This design comes from an exercise in tuning for small area on the open sky130 flow, not from production work. Only simulation tests tie the RTL to the original design; equivalence was not proved.

**flow/flow/run.sh**
```bash
#!/bin/bash
# The standard layout, with each port buffered by the smallest buffer
# (sky130_fd_sc_hd__buf_1) instead of the default clkdlybuf4s50_1.
set -euo pipefail
export BUFFER_PORTS_ARGS="-buffer_cell sky130_fd_sc_hd__buf_1"
bash standard.sh finish > flow_standard.log 2>&1
```
**flow/standard.sh**
```bash
#!/bin/bash
# synth_recipe.tcl (not shown) runs the flow's synth.tcl, then flattens the netlist and writes it again
# the make line also repeats each setting of config.mk as NAME=value (left out here)
make -C /OpenROAD-flow-scripts/flow DESIGN_CONFIG=/design/flow/config.mk WORK_HOME=/design/flow/orfs CLKGATE_MAP_FILE= SYNTH_SCRIPT=/design/flow/synth_recipe.tcl "${@:-finish}"
```
**flow/config.mk**
```make
export PLATFORM = sky130hd
export DESIGN_NAME = pp_core
export DESIGN_NICKNAME = pp_core
export VERILOG_FILES = /design/flow/design.v
export SDC_FILE = /design/flow/constraint.sdc
export NUM_CORES = 4
export LEC_CHECK = 0
export CAP_MARGIN = 20
export CORE_MARGIN = 2
export CORE_UTILIZATION = 40
export CTS_CLUSTER_DIAMETER = 80
export CTS_CLUSTER_SIZE = 24
export PLACE_DENSITY = 0.6
export SLEW_MARGIN = 20
export SYNTH_HIERARCHICAL = 1
```
**flow/constraint.sdc**
```tcl
create_clock -name core_clock -period 12.0 [get_ports {clk}]
set_input_delay 2.4000 -clock core_clock [delete_from_list [all_inputs] [get_ports {clk}]]
set_output_delay 2.4000 -clock core_clock [all_outputs]
set_load 0.01 [all_outputs]
```
**flow/design.v**
```verilog
module pp_core (
    input  wire         clk,
    input  wire         rst,
    input  wire         cmd_valid,
    output wire         cmd_ready,
    input  wire [3:0]   cmd_code,
    input  wire [271:0] cmd_arg,
    output reg          rsp_valid,
    output reg  [1:0]   rsp_status,
    output wire [65:0]  rsp_data,
    output reg          tx_open_req,
    input  wire         tx_open_ack,
    input  wire         tx_open_ok,
    output reg          tx_wr_valid,
    output wire [31:0]  tx_wr_data,
    input  wire         tx_done,
    input  wire         tx_fail,
    output reg          tx_close,
    output wire [1:0]   phase,
    output wire [2:0]   err,
    output wire [1:0]   dstate
);
    localparam C_PARH   = 4'h1, C_PAR32 = 4'h2, C_ENCW  = 4'h3, C_TOBYTES = 4'h4,
               C_COUNT  = 4'h5, C_CMASK = 4'h6, C_PACKH = 4'h7, C_PACKB   = 4'h8,
               C_ENCPAT = 4'h9, C_LOAD  = 4'hA, C_START = 4'hB, C_LEN     = 4'hC,
               C_GET    = 4'hD, C_TICK  = 4'hE, C_STOP  = 4'hF;
    localparam PH_BUILD = 2'd0, PH_PLAY = 2'd1, PH_STOPPED = 2'd2, PH_HALT = 2'd3;
    localparam ST_OK = 2'd0, ST_REFUSED = 2'd1, ST_ERROR = 2'd2;
    localparam E_NONE = 3'd0, E_CONFIG = 3'd1, E_OPEN = 3'd2, E_WRITE = 3'd3, E_INDEX = 3'd4;
    reg  [511:0] cat;
    reg  [6:0]  cat_len;
    reg  [5:0]  cursor;
    reg  [1:0]  cnt_hi;               
    reg  [1:0]  cnt_lo;               
    reg  [1:0]  phase_r;
    reg  [2:0]  err_r;
    reg         stop_req;
    reg         wr_hdr;               
    reg         wr_body;              
    reg         open_wait;            
    reg  [31:0] rw;                   
    reg  [7:0]  rc;                   
    reg         f_low;                
    reg         f_ent;                
    reg         f_tick;               
    assign phase  = phase_r;
    assign err    = err_r;
    assign dstate = cnt_hi;
    wire busy = wr_hdr | wr_body;
    assign cmd_ready = !rst && !open_wait && (!busy || cmd_code == C_STOP);
    wire   accept    = cmd_valid && cmd_ready;
    wire [31:0] w = cmd_arg[31:0];
    wire        p_lo = ^w[15:0];
    wire        p_hi = ^w[31:16];
    wire        p_w  = p_lo ^ p_hi;
    wire [8:0]  count;
    pp_popcnt u_pop (.s(cmd_arg[255:0]), .c(count));
    wire [3:0]  code_eff = busy ? C_TICK : cmd_code;
    wire        sel_cur = code_eff[3] & code_eff[2] & code_eff[1];
    wire        sel_pp  = code_eff[0] & ~code_eff[2];
    wire [15:0] pm = sel_cur ? {10'd0, cursor} : sel_pp ? cmd_arg[271:256] : cmd_arg[15:0];
    wire [2:0]  m3oh;
    wire        id_par;
    pp_mod3 u_m3 (.p(pm), .oh(m3oh), .par8(id_par));
    wire [8:0]  mask = {{3{m3oh[2]}}, {3{m3oh[1]}}, {3{m3oh[0]}}};
    wire [31:0] body = {pm[7:0], mask, 14'd0, ~id_par};
    wire [7:0]  slot_d = {1'b0, cat_len} + {2'b11, ~pm[5:0]};
    wire [5:0]  slot = slot_d[5:0];
    wire [7:0]  rd;
    pp_rdmux u_rd (.d(cat), .a(slot), .q(rd));
    wire        get_bad = slot_d[7] | (|cmd_arg[15:6]);
    wire [1:0]  cnt_lo_nx = (cnt_lo == 2'd2) ? 2'd0 : cnt_lo + 2'd1;
    wire [1:0]  cnt_hi_nx = (cnt_lo != 2'd2) ? cnt_hi : (cnt_hi == 2'd2) ? 2'd0 : cnt_hi + 2'd1;
    wire [5:0]  cursor_nx = (slot == 6'd0) ? 6'd0 : cursor + 6'd1;
    reg [31:0] rw_nx;
    always @* begin
        case (code_eff)
            C_PARH:    rw_nx = {30'd0, p_hi, p_lo};
            C_PAR32:   rw_nx = {31'd0, p_w};
            C_ENCW:    rw_nx = {w[31:1], w[0] ^ p_w};
            C_TOBYTES: rw_nx = w;
            C_COUNT:   rw_nx = {23'd0, count};
            C_CMASK:   rw_nx = {23'd0, mask};
            C_PACKH:   rw_nx = {4'hF, cmd_arg[7:0], 20'h42000};
            C_PACKB:   rw_nx = {cmd_arg[7:0], cmd_arg[16:8], 15'd0};
            C_LOAD:    rw_nx = {25'd0, cat_len[6] ? 7'd1 : cat_len};
            C_START:   rw_nx = {29'd0, E_CONFIG};
            C_LEN:     rw_nx = {25'd0, cat_len};
            C_GET:     rw_nx = get_bad ? {29'd0, E_INDEX} : body;
            default:   rw_nx = body;              
        endcase
    end
    wire [31:0] hdr = {4'hF, rc, 20'h42000} | {31'd0, ^rc};
    wire [31:0] tbody = rw & 32'hFFFF8001;
    assign rsp_data = ({66{f_low}}  & {34'd0, rw})
                    | ({66{f_ent}}  & {2'd0, hdr, 32'd0})
                    | ({66{f_tick}} & {hdr, tbody, cnt_hi});
    assign tx_wr_data = wr_body ? tbody : hdr;
    always @(posedge clk) begin
        rw <= open_wait ? {29'd0, E_OPEN} : rw_nx;
        rc <= code_eff[2] ? rd : count[7:0];
    end
    always @(posedge clk) begin
        f_low  <= 1'b0;
        f_ent  <= 1'b0;
        f_tick <= 1'b0;
        if (open_wait) begin
            f_low <= !tx_open_ok;
        end else if (accept) begin
            case (cmd_code)
                C_PARH, C_PAR32, C_ENCW, C_TOBYTES, C_COUNT, C_CMASK, C_PACKH, C_PACKB, C_LEN:
                    f_low <= 1'b1;
                C_ENCPAT: begin
                    f_low <= 1'b1;
                    f_ent <= 1'b1;
                end
                C_LOAD:  f_low <= phase_r == PH_BUILD;
                C_START: f_low <= phase_r == PH_BUILD && cat_len == 7'd0;
                C_GET: begin
                    f_low <= 1'b1;
                    f_ent <= !get_bad;
                end
                C_TICK:  f_tick <= phase_r == PH_PLAY && !stop_req;
                default: ;
            endcase
        end
    end
    always @(posedge clk) begin
        rsp_status <= ST_OK;
        if (rst) begin
            cat_len     <= 7'd0;
            cursor      <= 6'd0;
            cnt_hi      <= 2'd0;
            cnt_lo      <= 2'd0;
            phase_r     <= PH_BUILD;
            err_r       <= E_NONE;
            stop_req    <= 1'b0;
            wr_hdr      <= 1'b0;
            wr_body     <= 1'b0;
            open_wait   <= 1'b0;
            rsp_valid   <= 1'b0;
            tx_open_req <= 1'b0;
            tx_wr_valid <= 1'b0;
            tx_close    <= 1'b0;
        end else begin
            rsp_valid   <= 1'b0;
            tx_open_req <= 1'b0;
            tx_wr_valid <= 1'b0;
            tx_close    <= 1'b0;
            if (open_wait) begin
                if (tx_open_ack) begin
                    open_wait <= 1'b0;
                    rsp_valid <= 1'b1;
                    if (tx_open_ok) begin
                        cursor     <= 6'd0;
                        cnt_hi     <= 2'd0;
                        cnt_lo     <= 2'd0;
                        phase_r    <= PH_PLAY;
                        rsp_status <= ST_OK;
                    end else begin
                        if (err_r == E_NONE) err_r <= E_OPEN;
                        phase_r    <= PH_HALT;
                        rsp_status <= ST_ERROR;
                    end
                end
            end else if (busy) begin
                if (tx_done) begin
                    wr_hdr  <= 1'b0;
                    wr_body <= 1'b0;
                    if (wr_body) cursor <= cursor_nx;
                    if (tx_fail) begin
                        if (err_r == E_NONE) err_r <= E_WRITE;
                        tx_close <= 1'b1;           
                        phase_r  <= PH_HALT;
                    end else if (wr_hdr) begin
                        tx_wr_valid <= 1'b1;
                        wr_body     <= 1'b1;
                    end
                end
            end
            if (accept) begin
                rsp_valid  <= 1'b1;
                rsp_status <= ST_OK;
                case (cmd_code)
                    C_LOAD: begin
                        if (phase_r != PH_BUILD) begin
                            rsp_status <= ST_REFUSED;
                        end else if (cat_len[6]) begin
                            if (err_r == E_NONE) err_r <= E_CONFIG;
                            phase_r    <= PH_HALT;
                            rsp_status <= ST_ERROR;
                        end else begin
                            cat_len <= cat_len + 7'd1;
                        end
                    end
                    C_START: begin
                        if (phase_r != PH_BUILD) begin
                            rsp_status <= ST_REFUSED;
                        end else if (cat_len == 7'd0) begin
                            if (err_r == E_NONE) err_r <= E_CONFIG;
                            phase_r    <= PH_HALT;
                            rsp_status <= ST_ERROR;
                        end else begin
                            rsp_valid   <= 1'b0;
                            tx_open_req <= 1'b1;
                            open_wait   <= 1'b1;
                        end
                    end
                    C_GET: begin
                        if (get_bad) begin
                            if (err_r == E_NONE) err_r <= E_INDEX;
                            if (phase_r == PH_PLAY) tx_close <= 1'b1;
                            phase_r    <= PH_HALT;
                            rsp_status <= ST_ERROR;
                        end
                    end
                    C_TICK: begin
                        if (phase_r != PH_PLAY) begin
                            rsp_status <= ST_REFUSED;
                        end else if (stop_req) begin
                            tx_close <= 1'b1;
                            phase_r  <= PH_STOPPED;
                        end else begin
                            cnt_hi      <= cnt_hi_nx;
                            cnt_lo      <= cnt_lo_nx;
                            tx_wr_valid <= 1'b1;
                            wr_hdr      <= 1'b1;
                        end
                    end
                    C_STOP:    stop_req <= 1'b1;
                    4'h0:      rsp_status <= ST_REFUSED;    
                    default: ;
                endcase
            end
        end
    end
    always @(posedge clk) begin
        if (!rst && accept && cmd_code == C_LOAD && phase_r == PH_BUILD && !cat_len[6])
            cat <= {cat[503:0], count[7:0]};
    end
endmodule
module pp_rdmux (input wire [511:0] d, input wire [5:0] a, output wire [7:0] q);
    wire [7:0] col = 8'd1 << a[2:0];
    wire [7:0] row = 8'd1 << a[5:3];
    genvar h, b, l;
    generate
        for (b = 0; b < 8; b = b + 1) begin : g_bit
            wire [7:0] grp;
            for (h = 0; h < 8; h = h + 1) begin : g_grp
                wire [7:0] dd;
                for (l = 0; l < 8; l = l + 1) begin : g_l
                    assign dd[l] = d[64*h + 8*l + b];
                end
                pp_ao8 u_g (.d(dd), .s(col), .q(grp[h]));
            end
            pp_ao8 u_r (.d(grp), .s(row), .q(q[b]));
        end
    endgenerate
endmodule
module pp_ao8 (input wire [7:0] d, input wire [7:0] s, output wire q);
    wire n0, n1;
    pp_aoi222 u0 (.a(d[2:0]), .s(s[2:0]), .y(n0));
    pp_aoi222 u1 (.a(d[5:3]), .s(s[5:3]), .y(n1));
    assign q = ~(n0 & n1) | (d[6] & s[6]) | (d[7] & s[7]);
endmodule
module pp_aoi222 (input wire [2:0] a, input wire [2:0] s, output wire y);
    assign y = ~((a[0] & s[0]) | (a[1] & s[1]) | (a[2] & s[2]));
endmodule
module pp_mod3 (input wire [15:0] p, output wire [2:0] oh, output wire par8);
    wire s1a, c1a, s1b, c1b, s2a, c2a, s2b, c2b;
    pp_fa f0 (.a(p[0]),  .b(p[2]),  .c(p[4]),  .s(s1a), .co(c1a));
    pp_fa f1 (.a(p[8]),  .b(p[10]), .c(p[12]), .s(s1b), .co(c1b));
    pp_fa f2 (.a(p[1]),  .b(p[3]),  .c(p[5]),  .s(s2a), .co(c2a));
    pp_fa f3 (.a(p[9]),  .b(p[11]), .c(p[13]), .s(s2b), .co(c2b));
    assign par8 = s1a ^ s2a ^ p[6] ^ p[7];
    wire x1, y1, x2, y2, z1, t1, z2, t2;
    pp_fa f4 (.a(s1a), .b(s1b), .c(p[6]), .s(x1), .co(y1));
    pp_fa f5 (.a(p[14]), .b(c2a), .c(c2b), .s(x2), .co(y2));
    pp_fa f6 (.a(c1a), .b(c1b), .c(s2a), .s(z1), .co(t1));
    pp_fa f7 (.a(s2b), .b(p[7]), .c(p[15]), .s(z2), .co(t2));
    wire u1, v1, u2, v2;
    pp_fa f8 (.a(x1), .b(x2), .c(t1), .s(u1), .co(v1));
    pp_fa f9 (.a(y1), .b(y2), .c(z1), .s(u2), .co(v2));
    wire a, b, c, d;
    pp_fa f10 (.a(u1), .b(t2), .c(v2), .s(a), .co(b));
    pp_fa f11 (.a(v1), .b(u2), .c(z2), .s(c), .co(d));
    wire e, f, g, h;
    pp_ha h0 (.a(a), .b(d), .s(e), .co(f));
    pp_fa f12 (.a(b), .b(c), .c(f), .s(g), .co(h));
    assign oh[0] = (~e & ~h & ~g) | ((e ^ h) & g);
    assign oh[1] = ((e ^ h) & ~g) | (e & h & g);
    assign oh[2] = (e & h & ~g) | (~e & ~h & g);
endmodule
module pp_popcnt (input wire [255:0] s, output wire [8:0] c);
  wire n257, n258;
  pp_fa un257 (.a(s[0]), .b(s[1]), .c(s[2]), .s(n257), .co(n258));
  wire n259, n260;
  pp_fa un259 (.a(s[3]), .b(s[4]), .c(s[5]), .s(n259), .co(n260));
  wire n261, n262;
  pp_fa un261 (.a(s[6]), .b(s[7]), .c(s[8]), .s(n261), .co(n262));
  wire n263, n264;
  pp_fa un263 (.a(s[9]), .b(s[10]), .c(s[11]), .s(n263), .co(n264));
  wire n265, n266;
  pp_fa un265 (.a(s[12]), .b(s[13]), .c(s[14]), .s(n265), .co(n266));
  wire n267, n268;
  pp_fa un267 (.a(s[15]), .b(s[16]), .c(s[17]), .s(n267), .co(n268));
  wire n269, n270;
  pp_fa un269 (.a(s[18]), .b(s[19]), .c(s[20]), .s(n269), .co(n270));
  wire n271, n272;
  pp_fa un271 (.a(s[21]), .b(s[22]), .c(s[23]), .s(n271), .co(n272));
  wire n273, n274;
  pp_fa un273 (.a(s[24]), .b(s[25]), .c(s[26]), .s(n273), .co(n274));
  wire n275, n276;
  pp_fa un275 (.a(s[27]), .b(s[28]), .c(s[29]), .s(n275), .co(n276));
  wire n277, n278;
  pp_fa un277 (.a(s[30]), .b(s[31]), .c(s[32]), .s(n277), .co(n278));
  wire n279, n280;
  pp_fa un279 (.a(s[33]), .b(s[34]), .c(s[35]), .s(n279), .co(n280));
  wire n281, n282;
  pp_fa un281 (.a(s[36]), .b(s[37]), .c(s[38]), .s(n281), .co(n282));
  wire n283, n284;
  pp_fa un283 (.a(s[39]), .b(s[40]), .c(s[41]), .s(n283), .co(n284));
  wire n285, n286;
  pp_fa un285 (.a(s[42]), .b(s[43]), .c(s[44]), .s(n285), .co(n286));
  wire n287, n288;
  pp_fa un287 (.a(s[45]), .b(s[46]), .c(s[47]), .s(n287), .co(n288));
  wire n289, n290;
  pp_fa un289 (.a(s[48]), .b(s[49]), .c(s[50]), .s(n289), .co(n290));
  wire n291, n292;
  pp_fa un291 (.a(s[51]), .b(s[52]), .c(s[53]), .s(n291), .co(n292));
  wire n293, n294;
  pp_fa un293 (.a(s[54]), .b(s[55]), .c(s[56]), .s(n293), .co(n294));
  wire n295, n296;
  pp_fa un295 (.a(s[57]), .b(s[58]), .c(s[59]), .s(n295), .co(n296));
  wire n297, n298;
  pp_fa un297 (.a(s[60]), .b(s[61]), .c(s[62]), .s(n297), .co(n298));
  wire n299, n300;
  pp_fa un299 (.a(s[63]), .b(s[64]), .c(s[65]), .s(n299), .co(n300));
  wire n301, n302;
  pp_fa un301 (.a(s[66]), .b(s[67]), .c(s[68]), .s(n301), .co(n302));
  wire n303, n304;
  pp_fa un303 (.a(s[69]), .b(s[70]), .c(s[71]), .s(n303), .co(n304));
  wire n305, n306;
  pp_fa un305 (.a(s[72]), .b(s[73]), .c(s[74]), .s(n305), .co(n306));
  wire n307, n308;
  pp_fa un307 (.a(s[75]), .b(s[76]), .c(s[77]), .s(n307), .co(n308));
  wire n309, n310;
  pp_fa un309 (.a(s[78]), .b(s[79]), .c(s[80]), .s(n309), .co(n310));
  wire n311, n312;
  pp_fa un311 (.a(s[81]), .b(s[82]), .c(s[83]), .s(n311), .co(n312));
  wire n313, n314;
  pp_fa un313 (.a(s[84]), .b(s[85]), .c(s[86]), .s(n313), .co(n314));
  wire n315, n316;
  pp_fa un315 (.a(s[87]), .b(s[88]), .c(s[89]), .s(n315), .co(n316));
  wire n317, n318;
  pp_fa un317 (.a(s[90]), .b(s[91]), .c(s[92]), .s(n317), .co(n318));
  wire n319, n320;
  pp_fa un319 (.a(s[93]), .b(s[94]), .c(s[95]), .s(n319), .co(n320));
  wire n321, n322;
  pp_fa un321 (.a(s[96]), .b(s[97]), .c(s[98]), .s(n321), .co(n322));
  wire n323, n324;
  pp_fa un323 (.a(s[99]), .b(s[100]), .c(s[101]), .s(n323), .co(n324));
  wire n325, n326;
  pp_fa un325 (.a(s[102]), .b(s[103]), .c(s[104]), .s(n325), .co(n326));
  wire n327, n328;
  pp_fa un327 (.a(s[105]), .b(s[106]), .c(s[107]), .s(n327), .co(n328));
  wire n329, n330;
  pp_fa un329 (.a(s[108]), .b(s[109]), .c(s[110]), .s(n329), .co(n330));
  wire n331, n332;
  pp_fa un331 (.a(s[111]), .b(s[112]), .c(s[113]), .s(n331), .co(n332));
  wire n333, n334;
  pp_fa un333 (.a(s[114]), .b(s[115]), .c(s[116]), .s(n333), .co(n334));
  wire n335, n336;
  pp_fa un335 (.a(s[117]), .b(s[118]), .c(s[119]), .s(n335), .co(n336));
  wire n337, n338;
  pp_fa un337 (.a(s[120]), .b(s[121]), .c(s[122]), .s(n337), .co(n338));
  wire n339, n340;
  pp_fa un339 (.a(s[123]), .b(s[124]), .c(s[125]), .s(n339), .co(n340));
  wire n341, n342;
  pp_fa un341 (.a(s[126]), .b(s[127]), .c(s[128]), .s(n341), .co(n342));
  wire n343, n344;
  pp_fa un343 (.a(s[129]), .b(s[130]), .c(s[131]), .s(n343), .co(n344));
  wire n345, n346;
  pp_fa un345 (.a(s[132]), .b(s[133]), .c(s[134]), .s(n345), .co(n346));
  wire n347, n348;
  pp_fa un347 (.a(s[135]), .b(s[136]), .c(s[137]), .s(n347), .co(n348));
  wire n349, n350;
  pp_fa un349 (.a(s[138]), .b(s[139]), .c(s[140]), .s(n349), .co(n350));
  wire n351, n352;
  pp_fa un351 (.a(s[141]), .b(s[142]), .c(s[143]), .s(n351), .co(n352));
  wire n353, n354;
  pp_fa un353 (.a(s[144]), .b(s[145]), .c(s[146]), .s(n353), .co(n354));
  wire n355, n356;
  pp_fa un355 (.a(s[147]), .b(s[148]), .c(s[149]), .s(n355), .co(n356));
  wire n357, n358;
  pp_fa un357 (.a(s[150]), .b(s[151]), .c(s[152]), .s(n357), .co(n358));
  wire n359, n360;
  pp_fa un359 (.a(s[153]), .b(s[154]), .c(s[155]), .s(n359), .co(n360));
  wire n361, n362;
  pp_fa un361 (.a(s[156]), .b(s[157]), .c(s[158]), .s(n361), .co(n362));
  wire n363, n364;
  pp_fa un363 (.a(s[159]), .b(s[160]), .c(s[161]), .s(n363), .co(n364));
  wire n365, n366;
  pp_fa un365 (.a(s[162]), .b(s[163]), .c(s[164]), .s(n365), .co(n366));
  wire n367, n368;
  pp_fa un367 (.a(s[165]), .b(s[166]), .c(s[167]), .s(n367), .co(n368));
  wire n369, n370;
  pp_fa un369 (.a(s[168]), .b(s[169]), .c(s[170]), .s(n369), .co(n370));
  wire n371, n372;
  pp_fa un371 (.a(s[171]), .b(s[172]), .c(s[173]), .s(n371), .co(n372));
  wire n373, n374;
  pp_fa un373 (.a(s[174]), .b(s[175]), .c(s[176]), .s(n373), .co(n374));
  wire n375, n376;
  pp_fa un375 (.a(s[177]), .b(s[178]), .c(s[179]), .s(n375), .co(n376));
  wire n377, n378;
  pp_fa un377 (.a(s[180]), .b(s[181]), .c(s[182]), .s(n377), .co(n378));
  wire n379, n380;
  pp_fa un379 (.a(s[183]), .b(s[184]), .c(s[185]), .s(n379), .co(n380));
  wire n381, n382;
  pp_fa un381 (.a(s[186]), .b(s[187]), .c(s[188]), .s(n381), .co(n382));
  wire n383, n384;
  pp_fa un383 (.a(s[189]), .b(s[190]), .c(s[191]), .s(n383), .co(n384));
  wire n385, n386;
  pp_fa un385 (.a(s[192]), .b(s[193]), .c(s[194]), .s(n385), .co(n386));
  wire n387, n388;
  pp_fa un387 (.a(s[195]), .b(s[196]), .c(s[197]), .s(n387), .co(n388));
  wire n389, n390;
  pp_fa un389 (.a(s[198]), .b(s[199]), .c(s[200]), .s(n389), .co(n390));
  wire n391, n392;
  pp_fa un391 (.a(s[201]), .b(s[202]), .c(s[203]), .s(n391), .co(n392));
  wire n393, n394;
  pp_fa un393 (.a(s[204]), .b(s[205]), .c(s[206]), .s(n393), .co(n394));
  wire n395, n396;
  pp_fa un395 (.a(s[207]), .b(s[208]), .c(s[209]), .s(n395), .co(n396));
  wire n397, n398;
  pp_fa un397 (.a(s[210]), .b(s[211]), .c(s[212]), .s(n397), .co(n398));
  wire n399, n400;
  pp_fa un399 (.a(s[213]), .b(s[214]), .c(s[215]), .s(n399), .co(n400));
  wire n401, n402;
  pp_fa un401 (.a(s[216]), .b(s[217]), .c(s[218]), .s(n401), .co(n402));
  wire n403, n404;
  pp_fa un403 (.a(s[219]), .b(s[220]), .c(s[221]), .s(n403), .co(n404));
  wire n405, n406;
  pp_fa un405 (.a(s[222]), .b(s[223]), .c(s[224]), .s(n405), .co(n406));
  wire n407, n408;
  pp_fa un407 (.a(s[225]), .b(s[226]), .c(s[227]), .s(n407), .co(n408));
  wire n409, n410;
  pp_fa un409 (.a(s[228]), .b(s[229]), .c(s[230]), .s(n409), .co(n410));
  wire n411, n412;
  pp_fa un411 (.a(s[231]), .b(s[232]), .c(s[233]), .s(n411), .co(n412));
  wire n413, n414;
  pp_fa un413 (.a(s[234]), .b(s[235]), .c(s[236]), .s(n413), .co(n414));
  wire n415, n416;
  pp_fa un415 (.a(s[237]), .b(s[238]), .c(s[239]), .s(n415), .co(n416));
  wire n417, n418;
  pp_fa un417 (.a(s[240]), .b(s[241]), .c(s[242]), .s(n417), .co(n418));
  wire n419, n420;
  pp_fa un419 (.a(s[243]), .b(s[244]), .c(s[245]), .s(n419), .co(n420));
  wire n421, n422;
  pp_fa un421 (.a(s[246]), .b(s[247]), .c(s[248]), .s(n421), .co(n422));
  wire n423, n424;
  pp_fa un423 (.a(s[249]), .b(s[250]), .c(s[251]), .s(n423), .co(n424));
  wire n425, n426;
  pp_fa un425 (.a(s[252]), .b(s[253]), .c(s[254]), .s(n425), .co(n426));
  wire n427, n428;
  pp_fa un427 (.a(s[255]), .b(n257), .c(n259), .s(n427), .co(n428));
  wire n429, n430;
  pp_fa un429 (.a(n261), .b(n263), .c(n265), .s(n429), .co(n430));
  wire n431, n432;
  pp_fa un431 (.a(n267), .b(n269), .c(n271), .s(n431), .co(n432));
  wire n433, n434;
  pp_fa un433 (.a(n273), .b(n275), .c(n277), .s(n433), .co(n434));
  wire n435, n436;
  pp_fa un435 (.a(n279), .b(n281), .c(n283), .s(n435), .co(n436));
  wire n437, n438;
  pp_fa un437 (.a(n285), .b(n287), .c(n289), .s(n437), .co(n438));
  wire n439, n440;
  pp_fa un439 (.a(n291), .b(n293), .c(n295), .s(n439), .co(n440));
  wire n441, n442;
  pp_fa un441 (.a(n297), .b(n299), .c(n301), .s(n441), .co(n442));
  wire n443, n444;
  pp_fa un443 (.a(n303), .b(n305), .c(n307), .s(n443), .co(n444));
  wire n445, n446;
  pp_fa un445 (.a(n309), .b(n311), .c(n313), .s(n445), .co(n446));
  wire n447, n448;
  pp_fa un447 (.a(n315), .b(n317), .c(n319), .s(n447), .co(n448));
  wire n449, n450;
  pp_fa un449 (.a(n321), .b(n323), .c(n325), .s(n449), .co(n450));
  wire n451, n452;
  pp_fa un451 (.a(n327), .b(n329), .c(n331), .s(n451), .co(n452));
  wire n453, n454;
  pp_fa un453 (.a(n333), .b(n335), .c(n337), .s(n453), .co(n454));
  wire n455, n456;
  pp_fa un455 (.a(n339), .b(n341), .c(n343), .s(n455), .co(n456));
  wire n457, n458;
  pp_fa un457 (.a(n345), .b(n347), .c(n349), .s(n457), .co(n458));
  wire n459, n460;
  pp_fa un459 (.a(n351), .b(n353), .c(n355), .s(n459), .co(n460));
  wire n461, n462;
  pp_fa un461 (.a(n357), .b(n359), .c(n361), .s(n461), .co(n462));
  wire n463, n464;
  pp_fa un463 (.a(n363), .b(n365), .c(n367), .s(n463), .co(n464));
  wire n465, n466;
  pp_fa un465 (.a(n369), .b(n371), .c(n373), .s(n465), .co(n466));
  wire n467, n468;
  pp_fa un467 (.a(n375), .b(n377), .c(n379), .s(n467), .co(n468));
  wire n469, n470;
  pp_fa un469 (.a(n381), .b(n383), .c(n385), .s(n469), .co(n470));
  wire n471, n472;
  pp_fa un471 (.a(n387), .b(n389), .c(n391), .s(n471), .co(n472));
  wire n473, n474;
  pp_fa un473 (.a(n393), .b(n395), .c(n397), .s(n473), .co(n474));
  wire n475, n476;
  pp_fa un475 (.a(n399), .b(n401), .c(n403), .s(n475), .co(n476));
  wire n477, n478;
  pp_fa un477 (.a(n405), .b(n407), .c(n409), .s(n477), .co(n478));
  wire n479, n480;
  pp_fa un479 (.a(n411), .b(n413), .c(n415), .s(n479), .co(n480));
  wire n481, n482;
  pp_fa un481 (.a(n417), .b(n419), .c(n421), .s(n481), .co(n482));
  wire n483, n484;
  pp_fa un483 (.a(n423), .b(n425), .c(n427), .s(n483), .co(n484));
  wire n485, n486;
  pp_fa un485 (.a(n429), .b(n431), .c(n433), .s(n485), .co(n486));
  wire n487, n488;
  pp_fa un487 (.a(n435), .b(n437), .c(n439), .s(n487), .co(n488));
  wire n489, n490;
  pp_fa un489 (.a(n441), .b(n443), .c(n445), .s(n489), .co(n490));
  wire n491, n492;
  pp_fa un491 (.a(n447), .b(n449), .c(n451), .s(n491), .co(n492));
  wire n493, n494;
  pp_fa un493 (.a(n453), .b(n455), .c(n457), .s(n493), .co(n494));
  wire n495, n496;
  pp_fa un495 (.a(n459), .b(n461), .c(n463), .s(n495), .co(n496));
  wire n497, n498;
  pp_fa un497 (.a(n465), .b(n467), .c(n469), .s(n497), .co(n498));
  wire n499, n500;
  pp_fa un499 (.a(n471), .b(n473), .c(n475), .s(n499), .co(n500));
  wire n501, n502;
  pp_fa un501 (.a(n477), .b(n479), .c(n481), .s(n501), .co(n502));
  wire n503, n504;
  pp_fa un503 (.a(n483), .b(n485), .c(n487), .s(n503), .co(n504));
  wire n505, n506;
  pp_fa un505 (.a(n489), .b(n491), .c(n493), .s(n505), .co(n506));
  wire n507, n508;
  pp_fa un507 (.a(n495), .b(n497), .c(n499), .s(n507), .co(n508));
  wire n509, n510;
  pp_fa un509 (.a(n501), .b(n503), .c(n505), .s(n509), .co(n510));
  wire n511, n512;
  pp_ha un511 (.a(n507), .b(n509), .s(n511), .co(n512));
  wire n513, n514;
  pp_fa un513 (.a(n258), .b(n260), .c(n262), .s(n513), .co(n514));
  wire n515, n516;
  pp_fa un515 (.a(n264), .b(n266), .c(n268), .s(n515), .co(n516));
  wire n517, n518;
  pp_fa un517 (.a(n270), .b(n272), .c(n274), .s(n517), .co(n518));
  wire n519, n520;
  pp_fa un519 (.a(n276), .b(n278), .c(n280), .s(n519), .co(n520));
  wire n521, n522;
  pp_fa un521 (.a(n282), .b(n284), .c(n286), .s(n521), .co(n522));
  wire n523, n524;
  pp_fa un523 (.a(n288), .b(n290), .c(n292), .s(n523), .co(n524));
  wire n525, n526;
  pp_fa un525 (.a(n294), .b(n296), .c(n298), .s(n525), .co(n526));
  wire n527, n528;
  pp_fa un527 (.a(n300), .b(n302), .c(n304), .s(n527), .co(n528));
  wire n529, n530;
  pp_fa un529 (.a(n306), .b(n308), .c(n310), .s(n529), .co(n530));
  wire n531, n532;
  pp_fa un531 (.a(n312), .b(n314), .c(n316), .s(n531), .co(n532));
  wire n533, n534;
  pp_fa un533 (.a(n318), .b(n320), .c(n322), .s(n533), .co(n534));
  wire n535, n536;
  pp_fa un535 (.a(n324), .b(n326), .c(n328), .s(n535), .co(n536));
  wire n537, n538;
  pp_fa un537 (.a(n330), .b(n332), .c(n334), .s(n537), .co(n538));
  wire n539, n540;
  pp_fa un539 (.a(n336), .b(n338), .c(n340), .s(n539), .co(n540));
  wire n541, n542;
  pp_fa un541 (.a(n342), .b(n344), .c(n346), .s(n541), .co(n542));
  wire n543, n544;
  pp_fa un543 (.a(n348), .b(n350), .c(n352), .s(n543), .co(n544));
  wire n545, n546;
  pp_fa un545 (.a(n354), .b(n356), .c(n358), .s(n545), .co(n546));
  wire n547, n548;
  pp_fa un547 (.a(n360), .b(n362), .c(n364), .s(n547), .co(n548));
  wire n549, n550;
  pp_fa un549 (.a(n366), .b(n368), .c(n370), .s(n549), .co(n550));
  wire n551, n552;
  pp_fa un551 (.a(n372), .b(n374), .c(n376), .s(n551), .co(n552));
  wire n553, n554;
  pp_fa un553 (.a(n378), .b(n380), .c(n382), .s(n553), .co(n554));
  wire n555, n556;
  pp_fa un555 (.a(n384), .b(n386), .c(n388), .s(n555), .co(n556));
  wire n557, n558;
  pp_fa un557 (.a(n390), .b(n392), .c(n394), .s(n557), .co(n558));
  wire n559, n560;
  pp_fa un559 (.a(n396), .b(n398), .c(n400), .s(n559), .co(n560));
  wire n561, n562;
  pp_fa un561 (.a(n402), .b(n404), .c(n406), .s(n561), .co(n562));
  wire n563, n564;
  pp_fa un563 (.a(n408), .b(n410), .c(n412), .s(n563), .co(n564));
  wire n565, n566;
  pp_fa un565 (.a(n414), .b(n416), .c(n418), .s(n565), .co(n566));
  wire n567, n568;
  pp_fa un567 (.a(n420), .b(n422), .c(n424), .s(n567), .co(n568));
  wire n569, n570;
  pp_fa un569 (.a(n426), .b(n428), .c(n430), .s(n569), .co(n570));
  wire n571, n572;
  pp_fa un571 (.a(n432), .b(n434), .c(n436), .s(n571), .co(n572));
  wire n573, n574;
  pp_fa un573 (.a(n438), .b(n440), .c(n442), .s(n573), .co(n574));
  wire n575, n576;
  pp_fa un575 (.a(n444), .b(n446), .c(n448), .s(n575), .co(n576));
  wire n577, n578;
  pp_fa un577 (.a(n450), .b(n452), .c(n454), .s(n577), .co(n578));
  wire n579, n580;
  pp_fa un579 (.a(n456), .b(n458), .c(n460), .s(n579), .co(n580));
  wire n581, n582;
  pp_fa un581 (.a(n462), .b(n464), .c(n466), .s(n581), .co(n582));
  wire n583, n584;
  pp_fa un583 (.a(n468), .b(n470), .c(n472), .s(n583), .co(n584));
  wire n585, n586;
  pp_fa un585 (.a(n474), .b(n476), .c(n478), .s(n585), .co(n586));
  wire n587, n588;
  pp_fa un587 (.a(n480), .b(n482), .c(n513), .s(n587), .co(n588));
  wire n589, n590;
  pp_fa un589 (.a(n515), .b(n517), .c(n519), .s(n589), .co(n590));
  wire n591, n592;
  pp_fa un591 (.a(n521), .b(n523), .c(n525), .s(n591), .co(n592));
  wire n593, n594;
  pp_fa un593 (.a(n527), .b(n529), .c(n531), .s(n593), .co(n594));
  wire n595, n596;
  pp_fa un595 (.a(n533), .b(n535), .c(n537), .s(n595), .co(n596));
  wire n597, n598;
  pp_fa un597 (.a(n539), .b(n541), .c(n543), .s(n597), .co(n598));
  wire n599, n600;
  pp_fa un599 (.a(n545), .b(n547), .c(n549), .s(n599), .co(n600));
  wire n601, n602;
  pp_fa un601 (.a(n551), .b(n553), .c(n555), .s(n601), .co(n602));
  wire n603, n604;
  pp_fa un603 (.a(n557), .b(n559), .c(n561), .s(n603), .co(n604));
  wire n605, n606;
  pp_fa un605 (.a(n563), .b(n565), .c(n567), .s(n605), .co(n606));
  wire n607, n608;
  pp_fa un607 (.a(n484), .b(n486), .c(n488), .s(n607), .co(n608));
  wire n609, n610;
  pp_fa un609 (.a(n490), .b(n492), .c(n494), .s(n609), .co(n610));
  wire n611, n612;
  pp_fa un611 (.a(n496), .b(n498), .c(n500), .s(n611), .co(n612));
  wire n613, n614;
  pp_fa un613 (.a(n502), .b(n569), .c(n571), .s(n613), .co(n614));
  wire n615, n616;
  pp_fa un615 (.a(n573), .b(n575), .c(n577), .s(n615), .co(n616));
  wire n617, n618;
  pp_fa un617 (.a(n579), .b(n581), .c(n583), .s(n617), .co(n618));
  wire n619, n620;
  pp_fa un619 (.a(n585), .b(n587), .c(n589), .s(n619), .co(n620));
  wire n621, n622;
  pp_fa un621 (.a(n591), .b(n593), .c(n595), .s(n621), .co(n622));
  wire n623, n624;
  pp_fa un623 (.a(n597), .b(n599), .c(n601), .s(n623), .co(n624));
  wire n625, n626;
  pp_fa un625 (.a(n603), .b(n605), .c(n607), .s(n625), .co(n626));
  wire n627, n628;
  pp_fa un627 (.a(n609), .b(n611), .c(n613), .s(n627), .co(n628));
  wire n629, n630;
  pp_fa un629 (.a(n615), .b(n617), .c(n619), .s(n629), .co(n630));
  wire n631, n632;
  pp_fa un631 (.a(n621), .b(n623), .c(n504), .s(n631), .co(n632));
  wire n633, n634;
  pp_fa un633 (.a(n506), .b(n508), .c(n510), .s(n633), .co(n634));
  wire n635, n636;
  pp_fa un635 (.a(n625), .b(n627), .c(n629), .s(n635), .co(n636));
  wire n637, n638;
  pp_fa un637 (.a(n631), .b(n512), .c(n633), .s(n637), .co(n638));
  wire n639, n640;
  pp_ha un639 (.a(n635), .b(n637), .s(n639), .co(n640));
  wire n641, n642;
  pp_fa un641 (.a(n514), .b(n516), .c(n518), .s(n641), .co(n642));
  wire n643, n644;
  pp_fa un643 (.a(n520), .b(n522), .c(n524), .s(n643), .co(n644));
  wire n645, n646;
  pp_fa un645 (.a(n526), .b(n528), .c(n530), .s(n645), .co(n646));
  wire n647, n648;
  pp_fa un647 (.a(n532), .b(n534), .c(n536), .s(n647), .co(n648));
  wire n649, n650;
  pp_fa un649 (.a(n538), .b(n540), .c(n542), .s(n649), .co(n650));
  wire n651, n652;
  pp_fa un651 (.a(n544), .b(n546), .c(n548), .s(n651), .co(n652));
  wire n653, n654;
  pp_fa un653 (.a(n550), .b(n552), .c(n554), .s(n653), .co(n654));
  wire n655, n656;
  pp_fa un655 (.a(n556), .b(n558), .c(n560), .s(n655), .co(n656));
  wire n657, n658;
  pp_fa un657 (.a(n562), .b(n564), .c(n566), .s(n657), .co(n658));
  wire n659, n660;
  pp_fa un659 (.a(n568), .b(n570), .c(n572), .s(n659), .co(n660));
  wire n661, n662;
  pp_fa un661 (.a(n574), .b(n576), .c(n578), .s(n661), .co(n662));
  wire n663, n664;
  pp_fa un663 (.a(n580), .b(n582), .c(n584), .s(n663), .co(n664));
  wire n665, n666;
  pp_fa un665 (.a(n586), .b(n588), .c(n590), .s(n665), .co(n666));
  wire n667, n668;
  pp_fa un667 (.a(n592), .b(n594), .c(n596), .s(n667), .co(n668));
  wire n669, n670;
  pp_fa un669 (.a(n598), .b(n600), .c(n602), .s(n669), .co(n670));
  wire n671, n672;
  pp_fa un671 (.a(n604), .b(n606), .c(n641), .s(n671), .co(n672));
  wire n673, n674;
  pp_fa un673 (.a(n643), .b(n645), .c(n647), .s(n673), .co(n674));
  wire n675, n676;
  pp_fa un675 (.a(n649), .b(n651), .c(n653), .s(n675), .co(n676));
  wire n677, n678;
  pp_fa un677 (.a(n655), .b(n657), .c(n659), .s(n677), .co(n678));
  wire n679, n680;
  pp_fa un679 (.a(n661), .b(n663), .c(n665), .s(n679), .co(n680));
  wire n681, n682;
  pp_fa un681 (.a(n667), .b(n669), .c(n671), .s(n681), .co(n682));
  wire n683, n684;
  pp_fa un683 (.a(n673), .b(n675), .c(n608), .s(n683), .co(n684));
  wire n685, n686;
  pp_fa un685 (.a(n610), .b(n612), .c(n614), .s(n685), .co(n686));
  wire n687, n688;
  pp_fa un687 (.a(n616), .b(n618), .c(n620), .s(n687), .co(n688));
  wire n689, n690;
  pp_fa un689 (.a(n622), .b(n624), .c(n626), .s(n689), .co(n690));
  wire n691, n692;
  pp_fa un691 (.a(n628), .b(n630), .c(n677), .s(n691), .co(n692));
  wire n693, n694;
  pp_fa un693 (.a(n679), .b(n681), .c(n632), .s(n693), .co(n694));
  wire n695, n696;
  pp_fa un695 (.a(n683), .b(n685), .c(n687), .s(n695), .co(n696));
  wire n697, n698;
  pp_fa un697 (.a(n634), .b(n636), .c(n689), .s(n697), .co(n698));
  wire n699, n700;
  pp_fa un699 (.a(n691), .b(n693), .c(n695), .s(n699), .co(n700));
  wire n701, n702;
  pp_fa un701 (.a(n638), .b(n697), .c(n699), .s(n701), .co(n702));
  wire n703, n704;
  pp_ha un703 (.a(n640), .b(n701), .s(n703), .co(n704));
  wire n705, n706;
  pp_fa un705 (.a(n642), .b(n644), .c(n646), .s(n705), .co(n706));
  wire n707, n708;
  pp_fa un707 (.a(n648), .b(n650), .c(n652), .s(n707), .co(n708));
  wire n709, n710;
  pp_fa un709 (.a(n654), .b(n656), .c(n658), .s(n709), .co(n710));
  wire n711, n712;
  pp_fa un711 (.a(n705), .b(n707), .c(n709), .s(n711), .co(n712));
  wire n713, n714;
  pp_fa un713 (.a(n660), .b(n662), .c(n664), .s(n713), .co(n714));
  wire n715, n716;
  pp_fa un715 (.a(n666), .b(n668), .c(n670), .s(n715), .co(n716));
  wire n717, n718;
  pp_fa un717 (.a(n672), .b(n674), .c(n676), .s(n717), .co(n718));
  wire n719, n720;
  pp_fa un719 (.a(n678), .b(n680), .c(n682), .s(n719), .co(n720));
  wire n721, n722;
  pp_fa un721 (.a(n711), .b(n713), .c(n715), .s(n721), .co(n722));
  wire n723, n724;
  pp_fa un723 (.a(n717), .b(n684), .c(n686), .s(n723), .co(n724));
  wire n725, n726;
  pp_fa un725 (.a(n688), .b(n690), .c(n692), .s(n725), .co(n726));
  wire n727, n728;
  pp_fa un727 (.a(n719), .b(n721), .c(n694), .s(n727), .co(n728));
  wire n729, n730;
  pp_fa un729 (.a(n696), .b(n723), .c(n698), .s(n729), .co(n730));
  wire n731, n732;
  pp_fa un731 (.a(n725), .b(n700), .c(n727), .s(n731), .co(n732));
  wire n733, n734;
  pp_fa un733 (.a(n729), .b(n702), .c(n731), .s(n733), .co(n734));
  wire n735, n736;
  pp_ha un735 (.a(n704), .b(n733), .s(n735), .co(n736));
  wire n737, n738;
  pp_fa un737 (.a(n706), .b(n708), .c(n710), .s(n737), .co(n738));
  wire n739, n740;
  pp_fa un739 (.a(n712), .b(n737), .c(n714), .s(n739), .co(n740));
  wire n741, n742;
  pp_fa un741 (.a(n716), .b(n718), .c(n720), .s(n741), .co(n742));
  wire n743, n744;
  pp_fa un743 (.a(n722), .b(n724), .c(n739), .s(n743), .co(n744));
  wire n745, n746;
  pp_fa un745 (.a(n726), .b(n741), .c(n728), .s(n745), .co(n746));
  wire n747, n748;
  pp_fa un747 (.a(n743), .b(n730), .c(n732), .s(n747), .co(n748));
  wire n749, n750;
  pp_fa un749 (.a(n745), .b(n734), .c(n747), .s(n749), .co(n750));
  wire n751, n752;
  pp_ha un751 (.a(n736), .b(n749), .s(n751), .co(n752));
  wire n753, n754;
  pp_fa un753 (.a(n738), .b(n740), .c(n742), .s(n753), .co(n754));
  wire n755, n756;
  pp_fa un755 (.a(n744), .b(n753), .c(n746), .s(n755), .co(n756));
  wire n757, n758;
  pp_fa un757 (.a(n748), .b(n755), .c(n750), .s(n757), .co(n758));
  wire n759, n760;
  pp_ha un759 (.a(n752), .b(n757), .s(n759), .co(n760));
  wire n761, n762;
  pp_fa un761 (.a(n754), .b(n756), .c(n758), .s(n761), .co(n762));
  wire n763, n764;
  pp_ha un763 (.a(n760), .b(n761), .s(n763), .co(n764));
  wire n765, n766;
  pp_ha un765 (.a(n762), .b(n764), .s(n765), .co(n766));
  assign c[0] = n511;
  assign c[1] = n639;
  assign c[2] = n703;
  assign c[3] = n735;
  assign c[4] = n751;
  assign c[5] = n759;
  assign c[6] = n763;
  assign c[7] = n765;
  assign c[8] = n766;
endmodule
module pp_fa (input wire a, input wire b, input wire c, output wire s, output wire co);
  assign s  = a ^ b ^ c;
  assign co = ~((~a & ~b) | (~a & ~c) | (~b & ~c));
endmodule
module pp_ha (input wire a, input wire b, output wire s, output wire co);
  assign s  = a ^ b;
  assign co = a & b;
endmodule
```
==> results.json, run 1 <==
{
  "slowest_delay_ns": 0.56,
  "setup_viol": 0,
  "slowest_stage": "fa_1",
  "cts.clk_slew.worst_paths_ns": 0.10,
  "die_y_um": 271,
  "num_vias": 18000,
  "cts_resized": 0,
  "grt_usage_pct": 20.6,
  "synth_most_common_cell": "edfxtp_1",
  "whs_path_depth": 0,
  "postSynthAreaPerCell_um2": 16.1,
  "grt_setup_unrepaired": "no",
  "postCtsSetupBuffers": 0,
  "multi_input_comb_area_um2": 11300,
  "ctsRootBufferMaster": "clkbuf_16",
  "grt_pass1_wl_mm": 116,
  "diodes": 0,
  "ys_seq_area_share_pct": 59.0,
  "critPathCaptureType": "flop",
  "place_area_um2": 31100,
  "die-area_um2": 73700,
  "clk_latency_ns": 0.64,
  "crit_fanout": 6,
  "max-cap-violations": 0,
  "final_area_um2": 32100,
  "post_synth_num_cell_types": 69,
  "yosys_warnings": 7,
  "fillers": 6481,
  "cp.buffers_inverters": 1,
  "avgRoutedWirePerCell_um": 24.8,
  "die_w_um": 271,
  "cp_common_cell": "fa_1",
  "setup_tns_ns": 0,
  "dp_hpwl_mm": 53.7,
  "final.min_clock_period_ns": 8.66,
  "worstRegToRegCells": 19,
  "htree_levels": 1,
  "final_core_util_pct": 45.1,
  "core_um2": 71100,
  "ys_top_cells_by_area": "edfxtp_1 (54%), fa_1 (18%), a222oi_1 (5.3%)",
  "dp_cells": 3075,
  "synthFlopType": "edfxtp_1",
  "cts_buffer_depth": 3,
  "register_area_um2": 16900,
  "grt_pass1_vias": 19100,
  "min_from": "cat[159]",
  "ioPinCount": 395,
  "routed_wl_mm": 77.4,
  "fin_worst_skew_ns": 0.0390,
  "cts_tree": "built",
  "vias_per_cell": 5.76,
  "setup.worst_path.start_class": "input pin",
  "holdPathEnd": "cat[167]",
  "cts_sinks": 587,
  "layout-drive-gt1-share_pct": 5.86,
  "grt_antenna_before_repair": 4,
  "final-max-slew-violation-count": 0,
  "synth_area_um2": 28600,
  "synth_top_area_share_pct": 53.7,
  "min_period_over_period_pct": 72.2,
  "postCtsHoldBufs": 0,
  "nets": 2723,
  "drc": 0,
  "yosysTopAreaCell": "edfxtp_1",
  "worstReg2RegStart": "wr_body",
  "synth_edf_count": 512,
  "grt_start_max_net_pins": 218,
  "rows": 98,
  "required_ns": 12.50,
  "crit_chain": "buf_1, fa_1, fa_1, fa_1, fa_1, fa_1, fa_1, fa_1, fa_1, fa_1, fa_1, fa_1, fa_1, ha_1, ha_1, mux2_2",
  "outcome": "no timing/DRC/antenna violations",
  "cts_buffers": 30,
  "cp.arrival_ns": 9.16,
  "hold_path_class": "flop to flop",
  "start_util_pct": 40.2,
  "final-hold-violation-count": 0,
  "reg2reg_slack_ns": 5.02,
  "crit_family": "adder cells",
  "fmaxAchievable_mhz": 115,
  "worst_pin_slew_ns": 1.10,
  "reg2reg_to": "rw[0]",
  "fin_cells": 3117,
  "place.gp.congestion": 0.952,
  "grt_overflow": 0,
  "syn_to_final_growth_pct": 12.0,
  "timing.slew.headroom_pct": 26.4,
  "async_flop_share_pct": 0,
  "drt.antenna.violating_nets": 0,
  "drtPass1Iterations": 8,
  "portBuffers": 367,
  "drtIter0Drc": 2174,
  "synthCells": 1776,
  "synth_common_cells": "edfxtp_1 (512), fa_1 (260), a222oi_1 (152), nand3_1 (91), a22oi_1 (82)",
  "synth-seq-cells": 587,
  "crit_type": "input pin to flop"
}
==> cells in the final DEF (no fill, tap or decap), types with 39 or more instances in the layout <==
cell type	netlist	routed
edfxtp_1	512	512
buf_1	2	367
fa_1	260	260
a222oi_1	152	152
nand3_1	91	91
a22oi_1	82	82
dfxtp_1	75	75
nand2_1	74	74
xnor2_1	43	43
nor2_1	40	40
a21oi_1	40	39
==> logic make-up (layout without fill, tap and decap cells) <==
family / count (synthesis) / after routing / share of synthesized area, %
flops: 587 / 587 / 59.0
xor+xnor: 51 / 51 / 1.56
fa+ha+maj: 284 / 284 / 19.2
other cells: 1 / 27 / 0.0131
simple gates: 325 / 325 / 5.92
mux: 24 / 24 / 0.932
compound gates: 386 / 386 / 11.2
buf+inv: 118 / 483 / 2.13
==> modules after synthesis (local to each module, per instance) <==
module     copies in the design  flops+latches  cells  cell area, µm²
pp_aoi222                   144              0      1            10.0
pp_ha                         9              0      1            12.5
pp_rdmux                      1              0     16             130
pp_ao8                       72              0      2            12.5
pp_popcnt                     1              0      9            67.6
pp_core                       1            587   1184           20700
pp_mod3                       1              0     10            92.6
pp_fa                       260              0      1            20.0
==> layout make-up <==
class                           instances  area share, %
Multi-Input combinational cell       1097           35.2
Sequential cell                       587           52.7
Clock buffer                           33           2.38
Clock inverter                          8          0.332
Timing Repair Buffer                  405           5.33
Tap cell                              950           3.71
Inverter                               37          0.445
==> worst max-delay path by stage <==
stage / end / cells after the start / slack, ns / from
3_5_place_dp: rw[7] / 17 / 2.67 / cmd_arg[1]
6_report: rc[7] / 16 / 3.34 / cmd_arg[1]
4_1_cts: rw[7] / 17 / 3.33 / cmd_arg[1]
3_3_place_gp: rw[7] / 17 / 2.70 / cmd_arg[27]
5_1_grt: rw[6] / 16 / 3.14 / cmd_arg[1]
2_1_floorplan: cat[0] / 5 / 0.68 / cmd_code[0]
==> worst register-to-register path: cells and delay by family, from the launching register on <==
kind	cells	cell delay, ns
buffers and inverters	2	0.26
adders and majority gates	7	2.95
AOI/OAI and AO/OA	6	1.19
and+or+nand+nor	3	1.54
DFF	1	0.66
muxes	1	0.29
==> flip-flops by register name, summed over array words and instances, names as in the netlist, 2 cells and up <==
name	cells
rsp_status	2
cat	512
rc	8
err_r	3
cnt_hi	2
cnt_lo	2
cursor	6
rw	32
phase_r	2
cat_len	7
==> metal layers <==
metal | track usage [%] | vias up | part of all wire [%]
met2 | 33.9 | 846 | 48
met3 | 3.04 | 133 | 7.2
met1 | 28.1 | 9202 | 41
met5 | 0 | - | 0.031
li1 | - | 7765 | -
met4 | 7.26 | 4 | 3.9
==> stage by stage <==
| stage | hold WS, ns | setup WS [ns] |
|---|---|---|
| 3_3_place_gp | 0.431 | 2.70 |
| 5_1_grt | 0.446 | 3.14 |
| 3_5_place_dp | 0.433 | 2.67 |
| 4_1_cts | 0.433 | 3.33 |
| 2_1_floorplan | 0.426 | 0.681 |
| 6_report | 0.432 | 3.34 |
==> run 2: changes to the inputs <==
--- a/flow/design.v
+++ b/flow/design.v
@@ -64,14 +64,42 @@
     pp_mod3 u_m3 (.p(pm), .oh(m3oh), .par8(id_par));
     wire [8:0]  mask = {{3{m3oh[2]}}, {3{m3oh[1]}}, {3{m3oh[0]}}};
     wire [31:0] body = {pm[7:0], mask, 14'd0, ~id_par};
-    wire [7:0]  slot_d = {1'b0, cat_len} + {2'b11, ~pm[5:0]};
-    wire [5:0]  slot = slot_d[5:0];
+    wire [5:0]  slot;
+    wire [6:0]  sc;
+    pp_ha a_s0 (.a(cat_len[0]), .b(~pm[0]), .s(slot[0]), .co(sc[1]));
+    genvar gi;
+    generate
+        for (gi = 1; gi < 6; gi = gi + 1) begin : g_slot
+            pp_fa a_s (.a(cat_len[gi]), .b(~pm[gi]), .c(sc[gi]), .s(slot[gi]), .co(sc[gi+1]));
+        end
+    endgenerate
+    wire        slot_neg = ~(cat_len[6] | sc[6]);
     wire [7:0]  rd;
     pp_rdmux u_rd (.d(cat), .a(slot), .q(rd));
-    wire        get_bad = slot_d[7] | (|cmd_arg[15:6]);
+    wire        get_bad = slot_neg | (|cmd_arg[15:6]);
     wire [1:0]  cnt_lo_nx = (cnt_lo == 2'd2) ? 2'd0 : cnt_lo + 2'd1;
     wire [1:0]  cnt_hi_nx = (cnt_lo != 2'd2) ? cnt_hi : (cnt_hi == 2'd2) ? 2'd0 : cnt_hi + 2'd1;
-    wire [5:0]  cursor_nx = (slot == 6'd0) ? 6'd0 : cursor + 6'd1;
+    wire [5:0]  cursor_inc;
+    wire [5:0]  cic;
+    assign cursor_inc[0] = ~cursor[0];
+    assign cic[1] = cursor[0];
+    generate
+        for (gi = 1; gi < 5; gi = gi + 1) begin : g_cinc
+            pp_ha a_c (.a(cursor[gi]), .b(cic[gi]), .s(cursor_inc[gi]), .co(cic[gi+1]));
+        end
+    endgenerate
+    assign cursor_inc[5] = cursor[5] ^ cic[5];
+    wire [5:0]  cursor_nx = (slot == 6'd0) ? 6'd0 : cursor_inc;
+    wire [6:0]  len_inc;
+    wire [6:0]  lic;
+    assign len_inc[0] = ~cat_len[0];
+    assign lic[1] = cat_len[0];
+    generate
+        for (gi = 1; gi < 6; gi = gi + 1) begin : g_linc
+            pp_ha a_l (.a(cat_len[gi]), .b(lic[gi]), .s(len_inc[gi]), .co(lic[gi+1]));
+        end
+    endgenerate
+    assign len_inc[6] = cat_len[6] ^ lic[6];
     reg [31:0] rw_nx;
     always @* begin
         case (code_eff)
@@ -190,7 +218,7 @@
                             phase_r    <= PH_HALT;
                             rsp_status <= ST_ERROR;
                         end else begin
-                            cat_len <= cat_len + 7'd1;
+                            cat_len <= len_inc;
                         end
                     end
                     C_START: begin
--- a/flow/config.mk
+++ b/flow/config.mk
@@ -5,11 +5,11 @@
 export SDC_FILE = /design/flow/constraint.sdc
 export NUM_CORES = 4
 export LEC_CHECK = 0
-export CAP_MARGIN = 20
+export CAP_MARGIN = 0
 export CORE_MARGIN = 2
 export CORE_UTILIZATION = 40
 export CTS_CLUSTER_DIAMETER = 80
 export CTS_CLUSTER_SIZE = 24
 export PLACE_DENSITY = 0.6
-export SLEW_MARGIN = 20
+export SLEW_MARGIN = 0
 export SYNTH_HIERARCHICAL = 1
==> run 2 against run 1 <==
  * Still clean on timing, DRC and antenna
  * Via count shrank 2.1%
  * First-iteration DRC count grew 11%
  * Fmax shrank 2.1%
  * Synthesized cell count shrank 3.2%
  * Clock skew shrank 0.0052 ns
  * Die area shrank 0.83%
  * Non-clock buffer count shrank 14
  * Flip-flop and latch count is the same
  * Critical path type unchanged
==> results.json, run 2 <==
{
  "die_y_um": 270,
  "cp_common_cell": "fa_1",
  "cts_buffers": 30,
  "syn_to_final_growth_pct": 11.8,
  "rows": 97,
  "synthFlopType": "edfxtp_1",
  "routed_wl_mm": 76.8,
  "drc": 0,
  "synthCells": 1720,
  "synth_common_cells": "edfxtp_1 (512), fa_1 (265), a222oi_1 (157), nand3_1 (83), a22oi_1 (78)",
  "portBuffers": 367,
  "crit_chain": "buf_1, fa_1, fa_1, fa_1, fa_1, fa_1, fa_1, fa_1, fa_1, fa_1, fa_1, fa_1, fa_1, ha_1, ha_1, a222oi_1, nor2_1",
  "worstReg2RegStart": "wr_body",
  "synth_top_area_share_pct": 54.2,
  "max-cap-violations": 0,
  "die_w_um": 270,
  "ys_top_cells_by_area": "edfxtp_1 (54%), fa_1 (19%), a222oi_1 (5.5%)",
  "cp.buffers_inverters": 1,
  "synth_area_um2": 28400,
  "final_area_um2": 31700,
  "synth_edf_count": 512,
  "cts_buffer_depth": 3,
  "largest_reg_flops": 512,
  "ys_seq_area_share_pct": 59.5,
  "grt_setup_unrepaired": "no",
  "place_area_um2": 30800,
  "crit_family": "adder cells",
  "yosysTopAreaCell": "edfxtp_1",
  "final_common_cell": "edfxtp_1",
  "avgRoutedWirePerCell_um": 25.2,
  "clk_latency_ns": 0.63,
  "postCtsSetupBuffers": 0,
  "postCtsHoldBufs": 0,
  "crit_fanout": 7,
  "grt_start_max_net_pins": 220,
  "grt_usage_pct": 20.7,
  "async_flop_share_pct": 0,
  "hold_path_class": "flop to flop",
  "min_from": "cat[84]",
  "timing.slew.headroom_pct": 6.32,
  "grt_antenna_before_repair": 0,
  "yosys_warnings": 7,
  "register_area_um2": 16900,
  "die-area_um2": 73100,
  "startpoint": "cmd_arg[0]",
  "final-max-slew-violation-count": 0,
  "slowest_stage": "fa_1",
  "diodes": 0,
  "required_ns": 12.48,
  "final-hold-violation-count": 0,
  "fillers": 6382,
  "critPathCaptureType": "flop",
  "core_um2": 70100,
  "reg2reg_slack_ns": 4.63,
  "hold_ws_ns": 0.445,
  "cts_tree": "built",
  "grt_overflow": 0,
  "setup_viol": 0,
  "drtPass1Iterations": 7,
  "start_util_pct": 40.4,
  "fmaxAchievable_mhz": 113,
  "setup_tns_ns": 0,
  "nets": 2666,
  "postSynthAreaPerCell_um2": 16.5,
  "synth_most_common_cell": "edfxtp_1",
  "outcome": "no timing/DRC/antenna violations",
  "layout-drive-gt1-share_pct": 5.13,
  "min_period_over_period_pct": 73.7,
  "fin_worst_skew_ns": 0.0339,
  "crit_type": "input pin to flop",
  "slowest_delay_ns": 0.55,
  "grt_pass1_wl_mm": 117,
  "vias_per_cell": 5.77,
  "ioPinCount": 395,
  "synth-seq-cells": 587,
  "largestRegisters": "cat: 512 flops, rw: 32 flops, rc: 8 flops",
  "cts_resized": 0,
  "drt.antenna.violating_nets": 0,
  "place.gp.congestion": 1.01,
  "cp.arrival_ns": 9.33,
  "num_vias": 17600,
  "final.min_clock_period_ns": 8.85,
  "ctsRootBufferMaster": "clkbuf_16",
  "final_cell_mix": "edfxtp_1 (512), buf_1 (367), fa_1 (265)",
  "top_register": "cat",
  "cts_sinks": 587,
  "multi_input_comb_area_um2": 11100,
  "dp_hpwl_mm": 53.2,
  "cts.clk_slew.worst_paths_ns": 0.09,
  "drtIter0Drc": 2417,
  "post_synth_num_cell_types": 63,
  "setup.worst_path.start_class": "input pin",
  "grt_pass1_vias": 19100,
  "worst_pin_slew_ns": 1.40,
  "htree_levels": 1,
  "final_core_util_pct": 45.2
}
==> run 2: cell types whose count changed after synthesis, sizes merged, moves of 9 or more <==
cell | previous run | this run
a31oi | 16 | 4
a311oi | 15 | 0
a21oi | 40 | 67
nand2 | 75 | 66
xnor2 | 43 | 30
clkbuf | 34 | 22
inv | 37 | 26
==> run 2: stage by stage <==
stage               instances  setup slack, ns
floorplan                1746            -7.65
global placement         3000             2.55
detailed placement       3000             2.47
CTS                      3045             3.16
global route             3045             3.00
finish                   3045             3.15
==> run 2: worst paths after layout <==
path | end | cells past startpoint
max | rw[7] | 17
min | cat[92] | 0
max reg2reg | rw[0] | 20
min reg2reg | cat[92] | 0
==> run 2: per-layer routing <==
layer | vias up | global-route usage, % | part of all wire (%)
li1 | 7537 | - | -
met5 | - | 0 | 0
met1 | 9133 | 29.0 | 41
met3 | 72 | 2.42 | 6.9
met2 | 837 | 35.4 | 50
met4 | 0 | 3.68 | 1.8
==> run 2: Yosys stat by module, one instance, submodules excluded <==
module,copies in the design,cell area [µm²],flip-flops and latches,cells inside
pp_core,1,20200,587,1113
pp_popcnt,1,67.6,0,9
pp_ao8,72,12.5,0,2
pp_rdmux,1,130,0,16
pp_ha,19,12.5,0,1
pp_fa,265,20.0,0,1
pp_mod3,1,92.6,0,10
pp_aoi222,144,10.0,0,1
==> run 2: final cells by class <==
| cell class | instances | area share, % |
|---|---|---|
| Clock buffer | 35 | 2.43 |
| Clock inverter | 10 | 0.426 |
| Inverter | 26 | 0.308 |
| Multi-Input combinational cell | 1056 | 34.9 |
| Sequential cell | 587 | 53.2 |
| Tap cell | 940 | 3.71 |
| Timing Repair Buffer | 391 | 4.99 |
==> run 2: logic make-up (layout without fill, tap and decap cells) <==
group | after synthesis | after routing | synth area share (%)
flops | 587 | 587 | 59.5
xor+xnor | 38 | 38 | 1.22
other cells | 1 | 27 | 0.0132
mux | 25 | 25 | 0.970
buf+inv | 103 | 462 | 2.00
fa+ha+maj | 291 | 291 | 19.8
simple gates | 299 | 299 | 5.69
compound gates | 376 | 376 | 10.8
==> run 3: changes to the inputs <==
--- a/flow/config.mk
+++ b/flow/config.mk
@@ -5,11 +5,12 @@
 export SDC_FILE = /design/flow/constraint.sdc
 export NUM_CORES = 4
 export LEC_CHECK = 0
-export CAP_MARGIN = 0
+export CAP_MARGIN = 20
 export CORE_MARGIN = 2
 export CORE_UTILIZATION = 40
 export CTS_CLUSTER_DIAMETER = 80
 export CTS_CLUSTER_SIZE = 24
+export GPL_TIMING_DRIVEN = 0
 export PLACE_DENSITY = 0.6
-export SLEW_MARGIN = 0
+export SLEW_MARGIN = 20
 export SYNTH_HIERARCHICAL = 1
==> run 3 against run 2 <==
  * Still clean on timing, DRC and antenna
  * Critical path depth rose by 1
  * Wire length rose by 1.6%
  * Count of clock-buffer cells in the layout rose by 2
  * Critical path type unchanged
==> results.json, run 3 <==
{
  "nets": 2797,
  "final_common_cell": "edfxtp_1",
  "fillers": 6298,
  "outcome": "no timing/DRC/antenna violations",
  "fin_worst_skew_ns": 0.0270,
  "synth_top_area_share_pct": 54.2,
  "crit_type": "input pin to flop",
  "crit_family": "adder cells",
  "setup.worst_path.start_class": "input pin",
  "grt_start_max_net_pins": 36,
  "portBuffers": 365,
  "final-hold-violation-count": 0,
  "layout-drive-gt1-share_pct": 9.67,
  "crit_chain": "buf_1, fa_1, fa_1, fa_1, fa_1, fa_1, fa_1, fa_1, fa_1, fa_1, fa_1, fa_1, fa_1, ha_1, ha_1, buf_4, a222oi_1, nor2_1",
  "multi_input_comb_area_um2": 11100,
  "cts_resized": 0,
  "synth_most_common_cell": "edfxtp_1",
  "drt.antenna.violating_nets": 0,
  "postCtsHoldBufs": 0,
  "grt_pass1_wl_mm": 119,
  "grt_usage_pct": 21.0,
  "setup_viol": 0,
  "yosysTopAreaCell": "edfxtp_1",
  "cp_common_cell": "fa_1",
  "max-cap-violations": 0,
  "ys_seq_area_share_pct": 59.5,
  "cts_tree": "built",
  "async_flop_share_pct": 0,
  "synth_common_cells": "edfxtp_1 (512), fa_1 (265), a222oi_1 (157), nand3_1 (83), a22oi_1 (78)",
  "grt_setup_unrepaired": "no",
  "ys_top_cells_by_area": "edfxtp_1 (54%), fa_1 (19%), a222oi_1 (5.5%)",
  "hold_ws_ns": 0.441,
  "required_ns": 12.50,
  "grt_overflow": 0,
  "register_area_um2": 16900,
  "dp_hpwl_mm": 59.6,
  "final-max-slew-violation-count": 0,
  "core_um2": 70100,
  "grt_pass1_vias": 19500,
  "slowest_delay_ns": 0.58,
  "die_y_um": 270,
  "vias_per_cell": 5.71,
  "cp.buffers_inverters": 2,
  "cts_buffers": 29,
  "postCtsSetupBuffers": 0,
  "synth_edf_count": 512,
  "post_synth_num_cell_types": 63,
  "critPathCaptureType": "flop",
  "slowest_stage": "fa_1",
  "postSynthAreaPerCell_um2": 16.5,
  "synth-seq-cells": 587,
  "synthFlopType": "edfxtp_1",
  "cts.clk_slew.worst_paths_ns": 0.10,
  "ioPinCount": 395,
  "start_util_pct": 40.4,
  "worst_pin_slew_ns": 1.15,
  "avgRoutedWirePerCell_um": 24.6,
  "crit_fanout": 6,
  "place.gp.congestion": 0.963,
  "die-area_um2": 73100,
  "drtIter0Drc": 2332,
  "synth_area_um2": 28400,
  "largest_reg_flops": 512,
  "top_register": "cat",
  "final_cell_mix": "edfxtp_1 (512), buf_1 (366), fa_1 (265)",
  "cts_sinks": 587,
  "hold_path_class": "flop to flop"
}
[run 3: worst paths after layout]
kind         startpoint  slack [ns]       end  cells after the start
max reg2reg      wr_hdr        5.32     rw[0]                     20
min reg2reg    cat[176]        0.44  cat[184]                      0
max          cmd_arg[1]        3.04     rw[7]                     18
min            cat[176]        0.44  cat[184]                      0
[run 3: per-module statistics from Yosys, one instance, submodules excluded]
module / cells inside / cell area, µm²
pp_ao8: 2 / 12.5
pp_aoi222: 1 / 10.0
pp_core: 1113 / 20200
pp_fa: 1 / 20.0
pp_ha: 1 / 12.5
pp_mod3: 10 / 92.6
pp_popcnt: 9 / 67.6
pp_rdmux: 16 / 130
[run 3: cell families after synthesis]
logic type / share of synthesized area, %
simple gates: 5.69
flops: 59.5
fa+ha+maj: 19.8
other cells: 0.0132
xor+xnor: 1.22
buf+inv: 2.00
compound gates: 10.8
mux: 0.970
[run 3: stage by stage]
stage | instances | setup slack [ns] | utilization [%] | cell area (µm²) | TNS, ns
global placement | 3051 | -12.08 | 44.3 | 31100 | -6181.15
finish | 3175 | 3.04 | 46.8 | 32800 | 0
floorplan | 1746 | -7.65 | - | 28500 | -3918.99
global route | 3173 | 2.91 | 46.8 | 32800 | 0
CTS | 3173 | 3.05 | 46.8 | 32800 | 0
detailed placement | 3132 | 2.40 | 45.6 | 32000 | 0
[run 3: layout make-up]
type	instances	share of cell area, %
diodes	2	0.0153
plain buffers	77	1.50
clock buffers	37	2.30
clock inverters	4	0.195
inverters	26	0.297
multi-input cells	1056	33.8
flip-flops and latches	587	51.4
well taps	940	3.59
repair buffers	446	6.84
[run 3: layer usage]
| metal | track usage, % | up-vias | routed length [µm] |
|---|---|---|---|
| met5 | 0 | - | 0 |
| met4 | 5.10 | 0 | 2300 |
| met3 | 2.76 | 118 | 5580 |
| met2 | 35.4 | 880 | 38000 |
| met1 | 29.1 | 9329 | 32100 |
| li1 | - | 7811 | - |

[static timing again, ports no longer ideal]
The flow's constraints put no driver on any port. The routed layouts listed below were extracted and timed again, unchanged, in two steps.
Step 1: set_driving_cell puts a clkbuf_16 on clk and a buf_2 on each other input, an assumption about the parent block.
Step 2 times the ports against the registers' clock, not the clock port: input delays grow and output delays shrink by t, the midpoint of the rising clock arrivals with the driver on.
a / b / c = no drivers / after step 1 / after step 2; a / b = the first two.
run	t, ns	slack for setup (ns)	clock arrival spread, ns	worst data-port slew with drivers (ns)
run 1	0.682	3.339 / 3.359 / 2.677	0.042 / 0.042	0.09
run 2	0.676	3.154 / 3.179 / 2.503	0.034 / 0.034	0.10
run 3	0.673	3.037 / 3.065 / 2.392	0.028 / 0.028	0.09
After both steps every run listed still meets setup and hold. The setup slack of run 1, which loses most, moves by +0.020 ns with the drivers and by -0.662 ns with both steps.
